Context: an optimization exercise on an open-source flow, tuned for small area, a short achievable clock period and few clock cycles. The choices shown serve that exercise and are no tape-out recipe. Where RTL was checked, it was by simulation tests only, not by an equivalence proof against the original. Power figures rest on the tool's default switching activity, not on a simulated workload.

==> 09-03 <==
==> flow/design.v <==
module t1_crc16_byte (
    input  wire [15:0] crc_in,
    input  wire [7:0]  data,
    output wire [15:0] crc_out
);
    wire [7:0] x = crc_in[7:0] ^ data;
    wire p04 = x[0] ^ x[4];
    wire p15 = x[1] ^ x[5];
    wire p26 = x[2] ^ x[6];
    wire p37 = x[3] ^ x[7];
    assign crc_out = {p37, p26, p15, p04, x[3],
                      x[2] ^ p37, x[1] ^ p26, x[0] ^ p15,
                      p04 ^ crc_in[15], x[3] ^ crc_in[14], x[2] ^ crc_in[13], x[1] ^ crc_in[12],
                      x[0] ^ p37 ^ crc_in[11], p26 ^ crc_in[10], p15 ^ crc_in[9], p04 ^ crc_in[8]};
endmodule
module t1_check_pcb (
    input  wire [7:0] pcb,
    input  wire       ns_slave,
    input  wire       ns_master,
    input  wire       orig_chained,
    input  wire [7:0] last_tx_pcb,
    output reg  [2:0] code
);
    wire is_i = !pcb[7];
    wire is_r = pcb[7] && !pcb[6];
    wire rsv_ok = is_i ? (pcb[4:0] == 5'd0) :
                  is_r ? (pcb[6:5] == 2'd0 && pcb[3:2] == 2'd0) :
                         !pcb[4];
    wire seq_ok = is_i ? (pcb[6] == ns_slave) :
                  is_r ? (orig_chained || (pcb[4] == ns_master)) :
                         1'b1;
    wire sent_s_req = (last_tx_pcb[7:6] == 2'b11) && !last_tx_pcb[5];
    wire match_ok   = !sent_s_req || (pcb == (last_tx_pcb | 8'h20));
    always @* begin
        if (!rsv_ok)        code = 3'd2;
        else if (!seq_ok)   code = 3'd4;
        else if (!match_ok) code = 3'd5;
        else                code = 3'd0;
    end
endmodule
module t1_check_len (
    input  wire [7:0] pcb,
    input  wire [7:0] len,
    output reg        len_ok
);
    always @* begin
        if (len == 8'd255)
            len_ok = 1'b0;
        else if (!pcb[7])
            len_ok = 1'b1;                  
        else if (!pcb[6])
            len_ok = (len == 8'd0);
        else begin
            case (pcb[3:0])
                4'h1, 4'h3: len_ok = (len == 8'd1);
                4'h0, 4'h2: len_ok = (len == 8'd0);
                4'hF:       len_ok = 1'b1;
                default:    len_ok = 1'b0;
            endcase
        end
    end
endmodule
module t1_tx_framer (
    input  wire       clk,
    input  wire       rst,
    input  wire       in_valid,
    output wire       in_ready,
    input  wire [7:0] in_data,
    input  wire       in_crc,
    output reg        out_valid,
    input  wire       out_ready,
    output reg  [7:0] out_data,
    output wire       out_last
);
    localparam S_NAD  = 3'd0;
    localparam S_PCB  = 3'd1;
    localparam S_LEN  = 3'd2;
    localparam S_DATA = 3'd3;
    localparam S_CK0  = 3'd4;
    localparam S_CK1  = 3'd5;
    reg  [2:0]  state;
    reg         use_crc;
    reg  [7:0]  remaining;
    reg  [15:0] acc;
    assign out_last = (state == S_NAD);
    reg  hdr_r, rbase;
    wire out_free = !out_valid || out_ready;
    wire hdr      = hdr_r;
    assign in_ready = rbase || (hdr_r && out_ready);
    wire load_b   = in_valid && in_ready;
    wire load_ck  = !hdr && out_free;
    wire        mode = (state == S_NAD) ? in_crc : use_crc;
    wire [15:0] crc_next;
    t1_crc16_byte u_crc (.crc_in(acc), .data(in_data), .crc_out(crc_next));
    reg [2:0] state_n;
    reg       ov_n;
    always @* begin
        state_n = state;
        ov_n    = out_valid && !out_ready;
        if (load_b) begin
            ov_n = 1'b1;
            case (state)
                S_NAD:   state_n = S_PCB;
                S_PCB:   state_n = S_LEN;
                S_LEN:   state_n = (in_data == 8'd0) ? S_CK0 : S_DATA;
                default: if (remaining == 8'd1) state_n = S_CK0;
            endcase
        end
        if (load_ck) begin
            ov_n    = 1'b1;
            state_n = (state == S_CK0 && use_crc) ? S_CK1 : S_NAD;
        end
    end
    always @(posedge clk) begin
        if (rst) begin
            state     <= S_NAD;
            out_valid <= 1'b0;
            acc       <= 16'hFFFF;
            hdr_r     <= 1'b1;
            rbase     <= 1'b1;
        end else begin
            if (out_free)
                out_valid <= 1'b0;
            if (load_b) begin
                out_valid <= 1'b1;
                out_data  <= in_data;
                acc       <= mode ? crc_next : {acc[15:8], acc[7:0] ^ in_data};
                case (state)
                    S_NAD: begin
                        use_crc <= in_crc;
                        state   <= S_PCB;
                    end
                    S_PCB: state <= S_LEN;
                    S_LEN: begin
                        remaining <= in_data;
                        state     <= (in_data == 8'd0) ? S_CK0 : S_DATA;
                    end
                    default: begin
                        remaining <= remaining - 8'd1;
                        if (remaining == 8'd1)
                            state <= S_CK0;
                    end
                endcase
            end
            hdr_r <= !state_n[2];
            rbase <= !state_n[2] && !ov_n;
            if (load_ck) begin
                out_valid <= 1'b1;
                out_data  <= ~acc[7:0];
                acc       <= {8'hFF, acc[15:8]};
                if (state == S_CK0 && use_crc) begin
                    state    <= S_CK1;
                end else begin
                    state    <= S_NAD;
                end
            end
        end
    end
endmodule
module t1_rx_deframer (
    input  wire        clk,
    input  wire        rst,
    input  wire        in_valid,
    output wire        in_ready,
    input  wire [7:0]  in_data,
    input  wire        in_crc,
    input  wire        ns_slave,
    input  wire        ns_master,
    input  wire        orig_chained,
    input  wire [7:0]  last_tx_pcb,
    output wire        data_valid,
    input  wire        data_ready,
    output wire [7:0]  data_out,
    output reg         stat_valid,
    input  wire        stat_ready,
    output reg  [7:0]  stat_nad,
    output reg  [7:0]  stat_pcb,
    output reg  [7:0]  stat_len,
    output wire [1:0]  stat_kind,
    output wire [15:0] stat_cksum,
    output reg  [2:0]  stat_code
);
    reg st_nad, st_pcb, st_len, st_data, st_drop, st_ck0, st_ck1;
    reg  [7:0]  h;
    reg         hv;
    reg         use_crc;
    reg  [7:0]  remaining;
    reg  [15:0] acc;
    reg         go;
    reg         rbase;
    reg         wait_nad;
    reg         data_valid_r;
    assign stat_cksum = acc;
    assign stat_kind  = {stat_pcb[7] & stat_pcb[6], stat_pcb[7] & ~stat_pcb[6]};
    assign data_out   = h;
    assign data_valid = data_valid_r;
    wire cons = go || (wait_nad && stat_ready) || (data_valid_r && data_ready);
    assign in_ready = rbase || (wait_nad && stat_ready) || (data_valid_r && data_ready);
    wire last = (st_ck0 && !use_crc) || st_ck1;
    wire data_end = (remaining == 8'd1);
    wire        mode     = st_nad ? in_crc : use_crc;
    wire [15:0] acc_base = acc | {16{st_nad}};
    wire [15:0] crc_next;
    t1_crc16_byte u_crc (.crc_in(acc_base), .data(h), .crc_out(crc_next));
    wire [15:0] acc_next = mode ? crc_next : {acc_base[15:8], acc_base[7:0] ^ h};
    wire [2:0] pcb_code;
    t1_check_pcb u_chk_pcb (
        .pcb         (h),
        .ns_slave    (ns_slave),
        .ns_master   (ns_master),
        .orig_chained(orig_chained),
        .last_tx_pcb (last_tx_pcb),
        .code        (pcb_code)
    );
    wire len_ok;
    t1_check_len u_chk_len (.pcb(stat_pcb), .len(h), .len_ok(len_ok));
    wire ck_match = (h == ~acc[7:0]);
    reg hv_n, nad_n, pcb_n, len_n, data_n, drop_n, ck0_n, ck1_n, sv_n;
    always @* begin
        hv_n   = in_ready ? in_valid : hv;
        nad_n  = st_nad;
        pcb_n  = st_pcb;
        len_n  = st_len;
        data_n = st_data;
        drop_n = st_drop;
        ck0_n  = st_ck0;
        ck1_n  = st_ck1;
        sv_n   = stat_valid && !stat_ready;
        if (cons) begin
            nad_n  = last;
            pcb_n  = st_nad;
            len_n  = st_pcb;
            data_n = (st_len && h != 8'd0) || (st_data && !data_end);
            drop_n = st_data && data_end && (&stat_len);
            ck0_n  = (st_len && h == 8'd0) || (st_data && data_end && !(&stat_len)) ||
                     st_drop;
            ck1_n  = st_ck0 && use_crc;
            if (last)
                sv_n = 1'b1;
        end
    end
    always @(posedge clk) begin
        if (rst) begin
            hv           <= 1'b0;
            st_nad       <= 1'b1;
            st_pcb       <= 1'b0;
            st_len       <= 1'b0;
            st_data      <= 1'b0;
            st_drop      <= 1'b0;
            st_ck0       <= 1'b0;
            st_ck1       <= 1'b0;
            stat_valid   <= 1'b0;
            go           <= 1'b0;
            rbase        <= 1'b1;
            wait_nad     <= 1'b0;
            data_valid_r <= 1'b0;
        end else begin
            hv           <= hv_n;
            st_nad       <= nad_n;
            st_pcb       <= pcb_n;
            st_len       <= len_n;
            st_data      <= data_n;
            st_drop      <= drop_n;
            st_ck0       <= ck0_n;
            st_ck1       <= ck1_n;
            stat_valid   <= sv_n;
            go           <= hv_n && ((!nad_n && !data_n) || (nad_n && !sv_n));
            rbase        <= !hv_n || (!nad_n && !data_n) || (nad_n && !sv_n);
            wait_nad     <= hv_n && nad_n;
            data_valid_r <= hv_n && data_n;
        end
        if (in_ready)
            h <= in_data;
        if (cons && !(st_ck0 || st_ck1))
            acc <= acc_next;
        if (cons && st_nad) begin
            stat_nad <= h;
            use_crc  <= in_crc;
        end
        if (cons && st_pcb) begin
            stat_pcb  <= h;
            stat_code <= pcb_code;
        end
        if (cons && st_len) begin
            stat_len  <= h;
            remaining <= {h[7:1], h[0] & ~(&h)};
            if (stat_code != 3'd2 && !len_ok)
                stat_code <= 3'd3;
        end
        if (cons && st_data)
            remaining <= remaining - 8'd1;
        if (cons && (st_ck0 || st_ck1)) begin
            acc <= use_crc ? {h, acc[15:8]} : {8'h00, h};
            if (!ck_match)
                stat_code <= 3'd1;
        end
    end
endmodule
module t1_codec (
    input  wire        clk,
    input  wire        rst,
    input  wire        tx_in_valid,
    output wire        tx_in_ready,
    input  wire [7:0]  tx_in_data,
    input  wire        tx_in_crc,
    output wire        tx_out_valid,
    input  wire        tx_out_ready,
    output wire [7:0]  tx_out_data,
    output wire        tx_out_last,
    input  wire        rx_in_valid,
    output wire        rx_in_ready,
    input  wire [7:0]  rx_in_data,
    input  wire        rx_in_crc,
    input  wire        rx_ns_slave,
    input  wire        rx_ns_master,
    input  wire        rx_orig_chained,
    input  wire [7:0]  rx_last_tx_pcb,
    output wire        rx_data_valid,
    input  wire        rx_data_ready,
    output wire [7:0]  rx_data,
    output wire        rx_stat_valid,
    input  wire        rx_stat_ready,
    output wire [7:0]  rx_stat_nad,
    output wire [7:0]  rx_stat_pcb,
    output wire [7:0]  rx_stat_len,
    output wire [1:0]  rx_stat_kind,
    output wire [15:0] rx_stat_cksum,
    output wire [2:0]  rx_stat_code
);
    t1_tx_framer u_tx (
        .clk      (clk),
        .rst      (rst),
        .in_valid (tx_in_valid),
        .in_ready (tx_in_ready),
        .in_data  (tx_in_data),
        .in_crc   (tx_in_crc),
        .out_valid(tx_out_valid),
        .out_ready(tx_out_ready),
        .out_data (tx_out_data),
        .out_last (tx_out_last)
    );
    t1_rx_deframer u_rx (
        .clk         (clk),
        .rst         (rst),
        .in_valid    (rx_in_valid),
        .in_ready    (rx_in_ready),
        .in_data     (rx_in_data),
        .in_crc      (rx_in_crc),
        .ns_slave    (rx_ns_slave),
        .ns_master   (rx_ns_master),
        .orig_chained(rx_orig_chained),
        .last_tx_pcb (rx_last_tx_pcb),
        .data_valid  (rx_data_valid),
        .data_ready  (rx_data_ready),
        .data_out    (rx_data),
        .stat_valid  (rx_stat_valid),
        .stat_ready  (rx_stat_ready),
        .stat_nad    (rx_stat_nad),
        .stat_pcb    (rx_stat_pcb),
        .stat_len    (rx_stat_len),
        .stat_kind   (rx_stat_kind),
        .stat_cksum  (rx_stat_cksum),
        .stat_code   (rx_stat_code)
    );
endmodule
==> flow/flow/run.sh <==
#!/bin/bash
# The standard layout, with: plain buffers on the ports; sizing free to
# change a cell's footprint; a clock tree of larger clusters of small
# clock buffers without dummy loads; and an delay-constrained (map -D), area-recovering ABC mapping
# script (flow/abc_area.script) in place of ORFS's (ABC_AREA is set).
# Everything else, registers included, is the standard synthesis and flow.
set -euo pipefail
here=$(pwd)
rm -rf "$here/scripts"
cp -r "$FLOW_HOME/scripts" "$here/scripts"
cp "$here/flow/abc_area.script" "$here/scripts/abc_area.script"
cat >> config.mk <<'MK'
export BUFFER_PORTS_ARGS = -buffer_cell sky130_fd_sc_hd__buf_1
export CTS_ARGS = -sink_clustering_enable -repair_clock_nets -dont_use_dummy_load -sink_clustering_size 30 -sink_clustering_max_diameter 80 -buf_list {sky130_fd_sc_hd__clkbuf_4 sky130_fd_sc_hd__clkbuf_8}
MK
bash standard.sh MATCH_CELL_FOOTPRINT=0 SCRIPTS_DIR="$here/scripts" finish > standard.log 2>&1
==> flow/flow/abc_area.script <==
strash
dch -f
map -D 1000
topo
stime -c
buffer -c
upsize -c
dnsize -c
==> flow/standard.sh <==
#!/bin/bash
# synth_recipe.tcl (not shown) runs the flow's synth.tcl, then flattens the netlist and writes it again
# the make line also repeats each setting of config.mk as NAME=value (left out here)
make -C /OpenROAD-flow-scripts/flow DESIGN_CONFIG=/design/flow/config.mk WORK_HOME=/design/flow/orfs CLKGATE_MAP_FILE= SYNTH_SCRIPT=/design/flow/synth_recipe.tcl "${@:-finish}"
==> flow/config.mk <==
export PLATFORM = sky130hd
export DESIGN_NAME = t1_codec
export DESIGN_NICKNAME = t1_codec
export VERILOG_FILES = /design/flow/design.v
export SDC_FILE = /design/flow/constraint.sdc
export NUM_CORES = 4
export LEC_CHECK = 0
export ABC_AREA = 1
export CAP_MARGIN = 20
export CORE_MARGIN = 2
export CORE_UTILIZATION = 40
export SETUP_SLACK_MARGIN = 1.7
export SLEW_MARGIN = 20
export BUFFER_PORTS_ARGS = -buffer_cell sky130_fd_sc_hd__buf_1
export CTS_ARGS = -sink_clustering_enable -repair_clock_nets -dont_use_dummy_load -sink_clustering_size 30 -sink_clustering_max_diameter 80 -buf_list {sky130_fd_sc_hd__clkbuf_4 sky130_fd_sc_hd__clkbuf_8}
==> flow/constraint.sdc <==
create_clock -name core_clock -period 4.0 [get_ports {clk}]
set_input_delay 0.8000 -clock core_clock [delete_from_list [all_inputs] [get_ports {clk}]]
set_output_delay 0.8000 -clock core_clock [all_outputs]
set_load 0.01 [all_outputs]
==> 06-27 (differences from 09-03) <==
--- a/flow/design.v
+++ b/flow/design.v
@@ -1,17 +1,18 @@
 module t1_crc16_byte (
     input  wire [15:0] crc_in,
     input  wire [7:0]  data,
-    output wire [15:0] crc_out
+    output reg  [15:0] crc_out
 );
-    wire [7:0] x = crc_in[7:0] ^ data;
-    wire p04 = x[0] ^ x[4];
-    wire p15 = x[1] ^ x[5];
-    wire p26 = x[2] ^ x[6];
-    wire p37 = x[3] ^ x[7];
-    assign crc_out = {p37, p26, p15, p04, x[3],
-                      x[2] ^ p37, x[1] ^ p26, x[0] ^ p15,
-                      p04 ^ crc_in[15], x[3] ^ crc_in[14], x[2] ^ crc_in[13], x[1] ^ crc_in[12],
-                      x[0] ^ p37 ^ crc_in[11], p26 ^ crc_in[10], p15 ^ crc_in[9], p04 ^ crc_in[8]};
+    integer i;
+    always @* begin
+        crc_out = crc_in ^ {8'h00, data};
+        for (i = 0; i < 8; i = i + 1) begin
+            if (crc_out[0])
+                crc_out = (crc_out >> 1) ^ 16'h8408;
+            else
+                crc_out = crc_out >> 1;
+        end
+    end
 endmodule
 module t1_check_pcb (
     input  wire [7:0] pcb,
==> flow/flow/run.sh (replaced) <==
#!/bin/bash
# The standard layout, with plain buffers on the ports, sizing free to
# change a cell's footprint, and a clock tree of fewer, larger clusters
# without dummy loads.
set -euo pipefail
cat >> config.mk <<'MK'
export BUFFER_PORTS_ARGS = -buffer_cell sky130_fd_sc_hd__buf_1
export CTS_ARGS = -sink_clustering_enable -repair_clock_nets -dont_use_dummy_load -sink_clustering_size 30 -sink_clustering_max_diameter 80 -buf_list {sky130_fd_sc_hd__clkbuf_4 sky130_fd_sc_hd__clkbuf_8}
MK
bash standard.sh MATCH_CELL_FOOTPRINT=0 finish > standard.log 2>&1
- SETUP_SLACK_MARGIN: 1.7 -> 2.0
removed: flow/flow/abc_area.script
==> 07-26 (differences from 09-03) <==
- SETUP_SLACK_MARGIN: 1.7 -> 1.5
==> qor summary <==
Syn Nets: 07-26 664; 06-27 775; 09-03 664
Critical path data arrival time: 07-26 1.65 ns; 06-27 1.26 ns; 09-03 2.47 ns
Worst reg-to-reg setup slack: 07-26 1.81 ns; 06-27 2.14 ns; 09-03 1.80 ns
Post-route non-filler standard cell count: 07-26 899; 06-27 1049; 09-03 903
Switching power: 07-26 1.21 mW; 06-27 1.01 mW; 09-03 1.21 mW
Layout fillers: 07-26 1413; 06-27 1466; 09-03 1406
Area occupied by multi-input gates: 07-26 0.00250 mm²; 06-27 0.00283 mm²; 09-03 0.00251 mm²
Clock network contribution to total cell area: 07-26 1.92%; 06-27 1.73%; 09-03 1.91%
Per-instance average area after synthesis: 07-26 9.25 µm²; 06-27 8.40 µm²; 09-03 9.25 µm²
Critical path buffer and inverter count: 07-26 2; 06-27 2; 09-03 1
Origin of the worst setup path: 07-26 rx_stat_ready; 06-27 rx_data_ready; 09-03 u_rx.h[0]
Relative slew slack: 07-26 49.6%; 06-27 56.9%; 09-03 48.1%
Area share of fa/ha/maj cells after synthesis: 07-26 0.867%; 06-27 0.810%; 09-03 0.867%
Result of the run: 07-26 no timing/DRC/antenna violations; 06-27 no timing/DRC/antenna violations; 09-03 no timing/DRC/antenna violations
Highest achievable clock rate: 07-26 408 MHz; 06-27 485 MHz; 09-03 455 MHz
Overall die height: 07-26 124 µm; 06-27 128 µm; 09-03 124 µm
Core box area: 07-26 0.0140 mm²; 06-27 0.0151 mm²; 09-03 0.0140 mm²
Share of power burned in the clock network: 07-26 17.1%; 06-27 19.0%; 09-03 17.1%
Initial standard-cell utilization of the core: 07-26 41.3%; 06-27 40.8%; 09-03 41.3%
Number of instances resized during post-cts repair: 07-26 1; 06-27 6; 09-03 3
Comb pwr: 07-26 1.08 mW; 06-27 0.885 mW; 09-03 1.08 mW
Testbench counts of 09-03, summed over its fixed seeds: cycles 17,575.
Testbench counts of 07-26, summed over its fixed seeds: cycles 17,575.
Only the layout flow was run in 06-27; the RTL was not checked for function there.

-- what the ideal ports hide --
The results above use ideal ports. As a check the final layouts listed here were re-extracted and re-timed, cells and wires unchanged. Step 1 sets driving cells, clkbuf_16 on the clock port and buf_2 on the other inputs (assumed; they add their load-dependent delay and slew). Step 2, shift: input delay + t, output delay - t, t = (earliest + latest rising clock arrival at the registers) / 2. This alone moves slack from input paths to output paths. Three values: no drivers, after step 1, after step 2; two values: the first two.
run	t (ns)	setup WS [ns]	slew at the worst register clock pin (ns)
09-03	0.403	1.801 / 1.774 / 1.515	0.11 / 0.11
06-27	0.413	1.939 / 1.903 / 1.697	0.11 / 0.11
07-26	0.401	1.551 / 1.505 / 1.402	0.11 / 0.11
After both steps setup and hold are still met in every run listed. For 09-03, which loses most, drivers alone change the setup slack by -0.027 ns; drivers and shift together by -0.286 ns.
